From an optimization exercise on the open Yosys and OpenROAD flow, aimed at small area, a short achievable clock period and few clock cycles; shortcuts taken in it are not production practice. In this exercise RTL edits were held to simulation tests only and were not proved equivalent to the original.

## flow/design.v (module list and top-level ports; edited modules follow where they fit)
// module l2d_stack_alu: 1327 lines
module l2d_stack_alu (
    input  wire        clk,
    input  wire        rst,           
    input  wire        in_valid,
    output wire        in_ready,
    input  wire [3:0]  in_arg,        
    input  wire [12:0] in_sp,         
    input  wire [31:0] in_a,          
    input  wire [31:0] in_b,          
    output reg         out_valid,
    input  wire        out_ready,
    output reg  [2:0]  out_fault,     
    output reg  [12:0] out_sp,        
    output reg  [1:0]  out_wr,        
    output reg  [31:0] out_top,       
    output reg  [31:0] out_next       
);
  // ...
==> flow/run.sh <==
#!/bin/bash
# synth_recipe.tcl (not shown) runs the flow's synth.tcl, then flattens the netlist and writes it again
# the make line also repeats each setting of config.mk as NAME=value (left out here)
make -C /OpenROAD-flow-scripts/flow DESIGN_CONFIG=/design/flow/config.mk WORK_HOME=/design/flow/orfs CLKGATE_MAP_FILE= SYNTH_SCRIPT=/design/flow/synth_recipe.tcl finish
==> flow/config.mk <==
export PLATFORM = sky130hd
export DESIGN_NAME = l2d_stack_alu
export DESIGN_NICKNAME = l2d_stack_alu
export VERILOG_FILES = /design/flow/design.v
export SDC_FILE = /design/flow/constraint.sdc
export NUM_CORES = 4
export LEC_CHECK = 0
export ABC_AREA = 1
export CAP_MARGIN = 20
export CORE_MARGIN = 2
export CORE_UTILIZATION = 40
export SETUP_SLACK_MARGIN = 4.0
export SLEW_MARGIN = 20
==> flow/constraint.sdc <==
create_clock -name core_clock -period 10.0 [get_ports {clk}]
set_input_delay 2.0000 -clock core_clock [delete_from_list [all_inputs] [get_ports {clk}]]
set_output_delay 2.0000 -clock core_clock [all_outputs]
set_load 0.01 [all_outputs]
==> impl_metrics.tcl, run 1 <==
set metrics [dict create \
    wl_met1_mm 63.3 \
    cp_num_buf_inv 5 \
    synth_top_area_share_pct 14.8 \
    dpl.hpwl_mm 121 \
    clkCellAreaFrac_pct 1.52 \
    crit_path_frequent_cell "fa_1" \
    cts_buffers 17 \
    post_drt_wl_per_cell_um 25.6 \
    multi_input_area_share_pct 64.1 \
    async_flop_share_pct 0 \
    via_count 36528 \
    grt_use_met1_pct 46.4 \
    postRouteAntennaNets 0 \
    setup_viol 0 \
    final_common_cell "nand2_1" \
    synth_top_family_by_area "compound AO/OA/AOI/OAI gates" \
    cts_tree "yes" \
    area_delta_synth_final_pct 19.8 \
    yosysWarnings 1 \
    status "complete, no violations" \
    dpl_cell_area_um2 37100 \
    die_w_um 296 \
    dominant-cell-class "multi-input combinational cells" \
    drc 0 \
    cts.clk_slew.worst_paths_ns 0.08 \
    cts_hold_buf 0 \
    dp_slack_ns 2.60 \
]
Testbench counts, summed over its fixed seeds: cycles 33,034.
==> inputs of run 2 (changes only) <==
==> flow/flow/run.sh (new file) <==
#!/bin/bash
# The standard layout (standard.sh: the standard flow's synthesis and ORFS flow, unchanged), with one
# difference: buffer_ports buffers every input and output port with buf_2 cells instead of
# the cell it picks by default (clkdlybuf4s50_1, a slow delay buffer).
set -euo pipefail
export BUFFER_PORTS_ARGS="-buffer_cell sky130_fd_sc_hd__buf_2"
bash standard.sh > standard.log 2>&1
==> flow/standard.sh (new file) <==
#!/bin/bash
# synth_recipe.tcl (not shown) runs the flow's synth.tcl, then flattens the netlist and writes it again
# the make line also repeats each setting of config.mk as NAME=value (left out here)
make -C /OpenROAD-flow-scripts/flow DESIGN_CONFIG=/design/flow/config.mk WORK_HOME=/design/flow/orfs CLKGATE_MAP_FILE= SYNTH_SCRIPT=/design/flow/synth_recipe.tcl "${@:-finish}"
removed: flow/run.sh
==> run 2 against run 1 <==
Largest cell class unchanged. Routed wire length decreased by 2.2%. Still clean on timing, DRC and antenna. Sequential share of layout area increased by 0.33 points. Final area decreased by 2.5%. Register-to-register slack improved by 0.07 ns. Non-clock buffer count decreased by 8. Highest routed layer unchanged.
==> impl_metrics.tcl, run 2 <==
set metrics [dict create \
    die_w_um 296 \
    crit_family "compound AO/OA/AOI/OAI gates" \
    synth_top_area_share_pct 14.8 \
    cts_hold_buf 0 \
    layout-drive-gt1-share_pct 15.4 \
    via_count 36248 \
    setup_viol 0 \
    grt_pass1_wl_mm 222 \
    post-synth-top-count-cell "nand2_1" \
    cts_sinks 178 \
    finalSetupTns_ns 0 \
    grt_pass1_vias 33599 \
    rsz0062_at_grt "yes" \
    synth_fp_nets 5315 \
    final.period_utilization_pct 59.0 \
    multi_input_area_um2 26000 \
    avgSynthCellArea_um2 7.15 \
    clockRootBuffer "clkbuf_16" \
    final_core_util_pct 47.1 \
    cts_buffers 17 \
    synth_cells 4779 \
    crit_slowest_cell "edfxtp_1" \
    regMostFlops "ra" \
    num_io_pins 169 \
    hold_path.class "reg2reg" \
    worst_pin_slew_ns 1.11 \
    post_drt_wl_per_cell_um 25.1 \
    synth_edf_count 169 \
    async_flop_share_pct 0 \
    area_delta_synth_final_pct 16.8 \
    gp_congestion 1.00 \
    yosysWarnings 1 \
    ys_types 68 \
    grt_max_degree 87 \
    final_cell_mix "nand2_1 (789), inv_1 (675), xor2_1 (377), o21ai_0 (339), a21oi_1 (266)" \
    slew_headroom_pct 25.6 \
    final_common_cell "nand2_1" \
    finalNetCount 5553 \
    crit_required_ns 8.00 \
    max_cap_viol_count 0 \
    totalWireLength_mm 155 \
    via_per_inst 5.87 \
    antenna_found_initial 6 \
    cts_tree "yes" \
    worstPathArrival_ns 3.90 \
    crit_fanout 5 \
    gr-total-overflow 0 \
    layout.area.seq_um2 5260 \
    synth_area_um2 34200 \
    dr.pass1.iters 7 \
    slowest_delay_ns 0.48 \
    grt_usage_pct 34.2 \
    ys_top_cells_by_area "edfxtp_1 (15%), fa_1 (12%), xor2_1 (10%), ha_1 (9.1%), nand2_1 (8.8%)" \
    postRouteAntennaNets 0 \
    n_fill_cell 8724 \
    ys_seq_elements 178 \
    hold_viol 0 \
    endpoint_kind "primary output" \
    status "complete, no violations" \
    rows 107 \
    drc 0 \
    report.final.slew_viol_count 0 \
    synth-seq-area-share_pct 15.4 \
    startpoint_type "flip-flop" \
    worstSetupPathType "reg2out" \
    cp_num_buf_inv 3 \
    htree_levels 4 \
    clk_path_buf_depth 2 \
    finalCriticalPeriod_ns 5.90 \
    die_y_um 296 \
    worstSkewPairLatency_ns 0.50 \
    synth_flop_cell "edfxtp_1" \
    dpl.hpwl_mm 118 \
    drt_iter0_drc 4368 \
    port_buffers 168 \
    fp.dieArea_um2 87800 \
    crit_chain "buf_12 > buf_4 > xor2_1 > ha_1 > a21oi_2 > a21boi_4 > o21ai_2 > nand3_1 > nand2_1 > nand3_1 > nand2_2 > a21oi_4 > o21ai_4 > a21oi_2 > o21ai_2 > a21boi_2 > o21ai_1 > xor2_1 > buf_4" \
    yosysTopAreaCell "edfxtp_1" \
    largest_register_ffs 33 \
    finalClockSkew_ns 0.0178 \
    core_area_um2 84900 \
    cts.clk_slew.worst_paths_ns 0.08 \
    start_util_pct 40.3 \
    synth_common_cells "nand2_1 (801), inv_1 (706), xor2_1 (395), o21ai_0 (389), a21oi_1 (278)" \
    fmax_mhz 169 \
]
-- run 2: cell types whose count changed in the layout (fill, tap and decap cells not counted), moves of 8 or more --
cell             delta
xor2_1              +8
ha_1               +11
buf_2             +161
xnor2_2             -8
clkbuf_2           -10
dlymetal6s2s_1     -30
buf_4              -13
clkdlybuf4s50_1   -116
-- run 2: layout make-up --
cell class | instances | area share (%)
Multi-Input combinational cell | 3616 | 65.0
Sequential cell | 178 | 13.2
Timing Repair Buffer | 437 | 8.93
Inverter | 761 | 7.66
Tap cell | 1144 | 3.58
Clock buffer | 17 | 1.07
Clock inverter | 15 | 0.451
Timing Repair inverter | 6 | 0.0940
Antenna cell | 5 | 0.0313
-- run 2: metrics by stage --
stage	instance area, µm²	std cells	hold slack (ns)	setup WS (ns)
floorplan	34200	4779	0.484	4.00
global placement	36200	5951	0.450	2.43
detailed placement	36200	5951	0.453	2.34
CTS	38000	6067	0.466	4.00
global route	39900	6175	0.498	3.86
finish	39900	6179	0.469	4.10
-- run 2: logic make-up after synthesis --
logic type,synth area share [%]
and+or+nand+nor,17.2
AOI/OAI and AO/OA,21.6
buffers and inverters,11.3
xor gates and xnor gates,13.4
adders and majority gates,20.9
DFF,15.4
muxes,0.205
-- run 2: worst paths after layout --
| check | start | end | slack (ns) | cells after the start |
|---|---|---|---|---|
| max | inv1 | out_top[23] | 4.10 | 19 |
| min | f1[2] | f1[2] | 0.47 | 2 |
| max reg2reg | ra[8] | x1[29] | 4.13 | 18 |
| min reg2reg | f1[2] | f1[2] | 0.47 | 2 |
-- run 2: repair_timing --
action,CTS,global route
gates resized for setup,139,205
pin swaps,11,64
setup endpoints to repair,117,172
cloned,10,13
endpoints found under the hold margin,0,0
buffers inserted,74,94
-- run 2: worst min-delay path: cells and delay by family, from the launching register on --
family	cells	cell delay (ns)
AND/OR/NAND/NOR	1	0.06
flip-flops	1	0.32
AO/OA/AOI/OAI	1	0.05
-- run 2: metal layers --
metal	part of all wire [%]	up-vias	track usage (%)
li1	-	16495	-
met4	6.2	4	16.0
met2	43	2209	52.5
met5	0.025	-	0.277
met3	12	517	9.10
met1	40	17023	44.6
==> inputs of run 3 (changes only) <==
--- a/flow/config.mk
+++ b/flow/config.mk
@@ -9,5 +9,6 @@
 export CAP_MARGIN = 20
 export CORE_MARGIN = 2
-export CORE_UTILIZATION = 40
+export CORE_UTILIZATION = 50
+export PLACE_DENSITY = 0.7
 export SETUP_SLACK_MARGIN = 4.0
 export SLEW_MARGIN = 20
==> run 3 against run 2 <==
Hold slack gained 0.0075 ns. Global-route usage grew 6.9 points. Largest cell class unchanged. Sequential share of layout area grew 0.23 points. Die area shrank 20%. Synthesized cell count is the same. Final area shrank 1.7%. Setup slack lost 0.058 ns. Still clean on timing, DRC and antenna. Core utilization grew 11 points.
==> impl_metrics.tcl, run 3 <==
set metrics [dict create \
    crit_path_frequent_cell "fa_1" \
    ys_top_cells_by_area "edfxtp_1 (15%), fa_1 (12%), xor2_1 (10%), ha_1 (9.1%), nand2_1 (8.8%)" \
    die_y_um 266 \
    crit_required_ns 10.24 \
    finalCriticalPeriod_ns 5.96 \
    rr_startpoint "ra[5]" \
    ys_types 68 \
    die_w_um 266 \
    cts_buffers 17 \
    endpoint_kind "flip-flop" \
    synth_fp_nets 5315 \
    area_delta_synth_final_pct 14.8 \
    worstSetupPathType "reg2reg" \
    finalClockSkew_ns 0.0201 \
    antenna_found_initial 3 \
    r2r-end "x1[21]" \
    rsz0062_at_grt "no" \
    setup_viol 0 \
    drt_iter0_drc 5633 \
    whs_endpoint "f1[0]" \
    cts_sinks 178 \
    cts.clk_slew.worst_paths_ns 0.08 \
    grt_pass1_wl_mm 216 \
    avgSynthCellArea_um2 7.15 \
    yosysWarnings 1 \
    crit_slowest_cell "a211oi_1" \
    worstHoldPathCells 2 \
    r2r_cells 17 \
    synth-seq-area-share_pct 15.4 \
    dr.pass1.iters 10 \
    rows 95 \
    htree_levels 4 \
    crit_chain "ha_1 > nor2_4 > buf_4 > buf_4 > xor2_1 > o22ai_1 > fa_1 > fa_1 > inv_1 > fa_1 > inv_1 > fa_1 > fa_1 > a211oi_1 > a211oi_1 > a221oi_1 > o211ai_1" \
    crit_fanout 17 \
    fmax_mhz 168 \
    synth_area_um2 34200 \
    num_io_pins 169 \
    grt_max_degree 70 \
    start_util_pct 50.7 \
    post-synth-top-count-cell "nand2_1" \
    slew_headroom_pct 19.0 \
    finalSetupTns_ns 0 \
    rrSetupSlack_ns 4.04 \
    synth_flop_cell "edfxtp_1" \
    cts_tree "yes" \
    yosysTopAreaCell "edfxtp_1" \
    port_buffers 168 \
    synth_common_cells "nand2_1 (801), inv_1 (706), xor2_1 (395), o21ai_0 (389), a21oi_1 (278)" \
    core_area_um2 67400 \
    async_flop_share_pct 0 \
    totalWireLength_mm 151 \
    cts_hold_buf 0 \
    hold_path.class "reg2reg" \
    layout_setup_ws_ns 4.04 \
    grt_usage_pct 41.0 \
    gr-total-overflow 0 \
    finalNetCount 5537 \
    synth_top_area_share_pct 14.8 \
    final_cell_mix "nand2_1 (792), inv_1 (672), xor2_1 (384), o21ai_0 (344), a21oi_1 (264)" \
    gp_congestion 1.08 \
    synth_edf_count 169 \
    dpl.hpwl_mm 113 \
    slowest_delay_ns 0.69 \
    regMostFlops "ra" \
    report.final.slew_viol_count 0 \
    final_common_cell "nand2_1" \
    ys_seq_elements 178 \
    clk_path_buf_depth 2 \
    worstPathArrival_ns 6.20 \
    startpoint_type "flip-flop" \
    fp.dieArea_um2 70500 \
    worstSkewPairLatency_ns 0.51 \
    final.period_utilization_pct 59.6 \
    worst_pin_slew_ns 1.20 \
    dp_slack_ns 2.50 \
    largest_register_ffs 33 \
    layout-drive-gt1-share_pct 15.0 \
    clockRootBuffer "clkbuf_16" \
    max_cap_viol_count 0 \
    via_per_inst 6.29 \
    post_drt_wl_per_cell_um 25.6 \
    postRouteAntennaNets 0 \
    hp-start "f1[0]" \
    hold_viol 0 \
    synth_cells 4779 \
    via_count 37057 \
    status "complete, no violations" \
    grt_pass1_vias 33790 \
    drc 0 \
]
run 3: cell counts after synthesis:
No cell type changed its count.
run 3: cells by family after synthesis:
kind of cell / after synthesis / synth area share, %
multiplexers: 7 / 0.205
adder cells (fa/ha/maj): 451 / 20.9
XOR/XNOR: 512 / 13.4
AND/OR/NAND/NOR: 1392 / 17.2
flip-flops: 178 / 15.4
AO/OA/AOI/OAI: 1254 / 21.6
buffers and inverters: 985 / 11.3
run 3: layout make-up:
class / count / area [µm²]
fillers: 6327 / 28100
multi-input cells: 3616 / 25800
flip-flops and latches: 178 / 5260
repair buffers: 422 / 3310
inverters: 761 / 3060
well taps: 873 / 1090
clock buffers: 17 / 425
clock inverters: 15 / 240
repair inverters: 5 / 33.8
diodes: 2 / 5.00
run 3: how the worst max path moves through the flow:
stage	from	slack (ns)	to
finish	ra[5]	4.04	x1[21]
global route	in_b[26]	3.83	ra[10]
global placement	in_b[31]	2.52	ra[31]
floorplan	in_b[31]	4.00	ra[30]
CTS	inv1	3.84	out_top[24]
detailed placement	in_b[31]	2.50	ra[31]
run 3: metrics by stage:
step	hold slack [ns]	cells	util [%]	cell area, µm²
6_report	0.476	5889	58.2	39300
5_1_grt	0.502	5887	58.2	39200
4_1_cts	0.476	5772	55.3	37300
3_5_place_dp	0.456	5685	53.2	35900
3_3_place_gp	0.448	5685	53.2	35900
2_1_floorplan	0.484	4779	-	34200
run 3: routing by layer:
| metal | GRT usage (%) | wire [µm] | vias up |
|---|---|---|---|
| li1 | - | - | 16461 |
| met1 | 53.8 | 56800 | 17208 |
| met2 | 60.3 | 61400 | 2764 |
| met3 | 12.4 | 21800 | 620 |
| met4 | 22.6 | 10800 | 4 |
| met5 | 0 | 24 | - |
run 3: what timing repair did:
item                       CTS  global route
buffers inserted            52           102
cloned                       3            13
setup endpoints to repair  119           105
pin swaps                    5            60
resized for setup           96           233
run 3: worst max-delay path: cells and delay by family, from the launching register on:
family / cells / cell delay, ns
AO/OA/AOI/OAI: 5 / 1.30
AND/OR/NAND/NOR: 1 / 0.21
adder cells (fa/ha/maj): 6 / 2.75
buffers and inverters: 4 / 0.64
flip-flops: 1 / 0.54
XOR/XNOR: 1 / 0.24
==> inputs of run 4 (changes only) <==
--- a/flow/config.mk
+++ b/flow/config.mk
@@ -9,6 +9,6 @@
 export CAP_MARGIN = 20
 export CORE_MARGIN = 2
-export CORE_UTILIZATION = 50
-export PLACE_DENSITY = 0.7
+export CORE_UTILIZATION = 40
+export CTS_BUF_LIST = sky130_fd_sc_hd__clkbuf_4 sky130_fd_sc_hd__clkbuf_8
 export SETUP_SLACK_MARGIN = 4.0
 export SLEW_MARGIN = 20
==> run 4 against run 3 <==
Still clean on timing, DRC and antenna. First-iteration DRC count shrank 23%. Die area is 25% higher. Global-route usage down 6.9 points. Highest routed layer unchanged. Sequential share of layout area about the same. Routed wire length increased by 2.9%. Setup slack better by 0.071 ns. Critical endpoint is now out_top[23]. Clock-buffer cell count stayed put.
==> impl_metrics.tcl, run 4 <==
set metrics [dict create \
    ys_seq_elements 178 \
    gp_congestion 1.00 \
    post_drt_wl_per_cell_um 25.2 \
    via_count 36294 \
    startpoint_type "flip-flop" \
    avgSynthCellArea_um2 7.15 \
    num_io_pins 169 \
    slowest_delay_ns 0.48 \
    setup_viol 0 \
    core_area_um2 84900 \
    dr.pass1.iters 6 \
    rrSetupSlack_ns 4.12 \
    port_buffers 168 \
    crit_chain "buf_12 > xor2_1 > ha_1 > a21oi_1 > nand2_1 > a21boi_2 > o21ai_2 > nand3_1 > nand2_2 > nand3_2 > nand2_2 > a21oi_4 > o21ai_4 > a21oi_4 > o21ai_2 > a21boi_2 > o21ai_1 > xor2_1 > buf_4" \
    synth_edf_count 169 \
    instances_no_fill 6164 \
    final_cell_mix "nand2_1 (791), inv_1 (676), xor2_1 (378), o21ai_0 (352), a21oi_1 (267)" \
    finalNetCount 5542 \
    crit_family "compound AO/OA/AOI/OAI gates" \
    die_y_um 296 \
    rows 107 \
    max_cap_viol_count 0 \
    status "complete, no violations" \
    hold_viol 0 \
    post-synth-top-count-cell "nand2_1" \
    crit_path_end "out_top[23]" \
    area_delta_synth_final_pct 14.8 \
    ys_types 68 \
    routed.top_layer "met5" \
    worstSkewPairLatency_ns 0.58 \
    finalSetupTns_ns 0 \
    cp_num_cells 19 \
    cp_num_buf_inv 2 \
    rr_startpoint "rb[20]" \
    grt_max_degree 87 \
    dp_cells 5951 \
    antenna_found_initial 6 \
    layout-drive-gt1-share_pct 14.7 \
    grt_pass1_wl_mm 221 \
    report.final.slew_viol_count 0 \
    synth_cells 4779 \
    drc 0 \
    fp.dieArea_um2 87800 \
    finalClockSkew_ns 0.0283 \
    cts.clk_slew.worst_paths_ns 0.12 \
    worstPathArrival_ns 3.89 \
    die_w_um 296 \
    synth_top_area_share_pct 14.8 \
    yosysWarnings 1 \
    fmax_mhz 170 \
    final.period_utilization_pct 58.9 \
    ys_top_cells_by_area "edfxtp_1 (15%), fa_1 (12%), xor2_1 (10%), ha_1 (9.1%), nand2_1 (8.8%)" \
    r2r_cells 19 \
    finalCriticalPeriod_ns 5.89 \
    gr-total-overflow 0 \
    final_common_cell "nand2_1" \
    drt_iter0_drc 4311 \
    crit_slowest_cell "edfxtp_1" \
    crit_fanout 5 \
    synth_common_cells "nand2_1 (801), inv_1 (706), xor2_1 (395), o21ai_0 (389), a21oi_1 (278)" \
    async_flop_share_pct 0 \
    clk_path_buf_depth 2 \
    hold_path.class "reg2reg" \
    cts_sinks 178 \
    r2r-end "x1[30]" \
    via_per_inst 5.89 \
    worstSetupPathType "reg2out" \
    synth_fp_nets 5315 \
    synth_flop_cell "edfxtp_1" \
    crit_required_ns 8.00 \
    route.met2.wl_mm 66.5 \
    dpl.hpwl_mm 118 \
    synth-seq-area-share_pct 15.4 \
    crit_start "inv1" \
    rsz0062_at_grt "yes" \
    slew_headroom_pct 20.3 \
    htree_levels 4 \
    cts_buffers 17 \
    synth_area_um2 34200 \
    regMostFlops "ra" \
    largest_register_ffs 33 \
    totalWireLength_mm 155 \
    start_util_pct 40.3 \
    wl_met1_mm 61.9 \
    yosysTopAreaCell "edfxtp_1" \
    grt_usage_pct 34.1 \
    worst_pin_slew_ns 1.18 \
    clockRootBuffer "clkbuf_8" \
    wl_met3_mm 17.7 \
    cts_tree "yes" \
    grt_pass1_vias 33517 \
    cts_hold_buf 0 \
    endpoint_kind "primary output" \
    postRouteAntennaNets 0 \
]
## run 4: cell counts after synthesis
Identical to the previous run, type by type.
## run 4: logic make-up after synthesis
| group | count (synthesis) | synth area share [%] |
|---|---|---|
| AOI/OAI and AO/OA | 1254 | 21.6 |
| buffers and inverters | 985 | 11.3 |
| muxes | 7 | 0.205 |
| xor gates and xnor gates | 512 | 13.4 |
| adders and majority gates | 451 | 20.9 |
| and+or+nand+nor | 1392 | 17.2 |
| DFF | 178 | 15.4 |
## run 4: worst min path at each step
| stage | startpoint | to | slack [ns] | cells past startpoint |
|---|---|---|---|---|
| after floorplan | f1[0] | f1[0] | 0.48 | 2 |
| after global placement | f1[2] | f1[2] | 0.45 | 2 |
| after detailed placement | f1[2] | f1[2] | 0.45 | 2 |
| after CTS | f1[2] | f1[2] | 0.47 | 2 |
| after global routing | f1[2] | f1[2] | 0.50 | 2 |
| final | f1[2] | f1[2] | 0.47 | 2 |
## run 4: worst reg2reg max path, cell delays in order, from the launching register on
cell	delay, ns
edfxtp_1	0.76
inv_2	0.38
xor2_1	0.30
o22ai_1	0.18
inv_1	0.08
fa_1	0.39
inv_1	0.08
fa_1	0.45
fa_1	0.54
inv_1	0.05
fa_1	0.55
fa_1	0.43
fa_1	0.58
o21ai_2	0.10
a211oi_2	0.21
a211oi_1	0.08
a221oi_1	0.25
o21ai_1	0.10
inv_1	0.06
nand2_1	0.04
## run 4: per-stage QoR
| step | utilization, % | worst slack, ns | cell area [µm²] | hold WS (ns) |
|---|---|---|---|---|
| after floorplan | - | 4.00 | 34200 | 0.484 |
| after global placement | 42.6 | 2.43 | 36200 | 0.450 |
| after detailed placement | 42.6 | 2.34 | 36200 | 0.453 |
| after CTS | 44.4 | 3.93 | 37700 | 0.472 |
| after global routing | 46.3 | 3.90 | 39300 | 0.504 |
| final | 46.3 | 4.11 | 39300 | 0.473 |
## run 4: timing repair
| item | CTS | global route |
|---|---|---|
| resized for setup | 126 | 156 |
| setup buffers | 73 | 88 |
| gates cloned | 8 | 11 |
| setup endpoints to repair | 117 | 174 |
| pin swaps | 11 | 51 |
## run 4: cell type report
class | count | area, µm²
Tap cell | 1144 | 1430
Antenna cell | 1 | 2.50
Timing Repair Buffer | 425 | 3300
Clock inverter | 15 | 180
Clock buffer | 17 | 234
Inverter | 761 | 3030
Timing Repair inverter | 7 | 43.8
Sequential cell | 178 | 5260
Multi-Input combinational cell | 3616 | 25800
Fill cell | 8823 | 45600
## run 4: metal layers
layer / vias up / track usage [%]
li1: 16462 / -
met3: 470 / 8.49
met4: 8 / 17.3
met5: - / 0.942
met2: 2199 / 51.9
met1: 17155 / 44.7

re-timing with driven ports:
The results above use ideal ports. As a check the final layouts listed here were re-extracted and re-timed, cells and wires unchanged.
Step 1: set_driving_cell puts a clkbuf_16 on clk and a buf_2 on each other input, an assumption about the parent block.
Step 2 moves the port delays by t, midway between the first and last clock arrival at a register: inputs arrive t later, outputs are due t later. That takes back most of the time a late clock gives input paths.
Three values: ideal ports, drivers, drivers and shift; two values: the first two.
| run | t, ns | slack for setup (ns) | hold WS [ns] | worst setup path at the end | clock arrival spread, ns |
|---|---|---|---|---|---|
| run 1 | 0.562 | 4.060 / 4.024 / 3.537 | 0.485 / 0.485 / 0.485 | input to register | 0.029 / 0.028 |
| run 2 | 0.552 | 4.096 / 4.037 / 3.586 | 0.469 / 0.469 / 0.469 | input to register | 0.019 / 0.019 |
| run 3 | 0.563 | 4.038 / 4.038 / 3.493 | 0.476 / 0.476 / 0.476 | input to register | 0.020 / 0.020 |
| run 4 | 0.631 | 4.110 / 4.046 / 3.579 | 0.473 / 0.473 / 0.473 | input to register | 0.028 / 0.029 |
After both steps setup and hold are still met in every run listed. For run 3, which loses most, drivers alone change the setup slack by 0.000 ns; drivers and shift together by -0.545 ns.
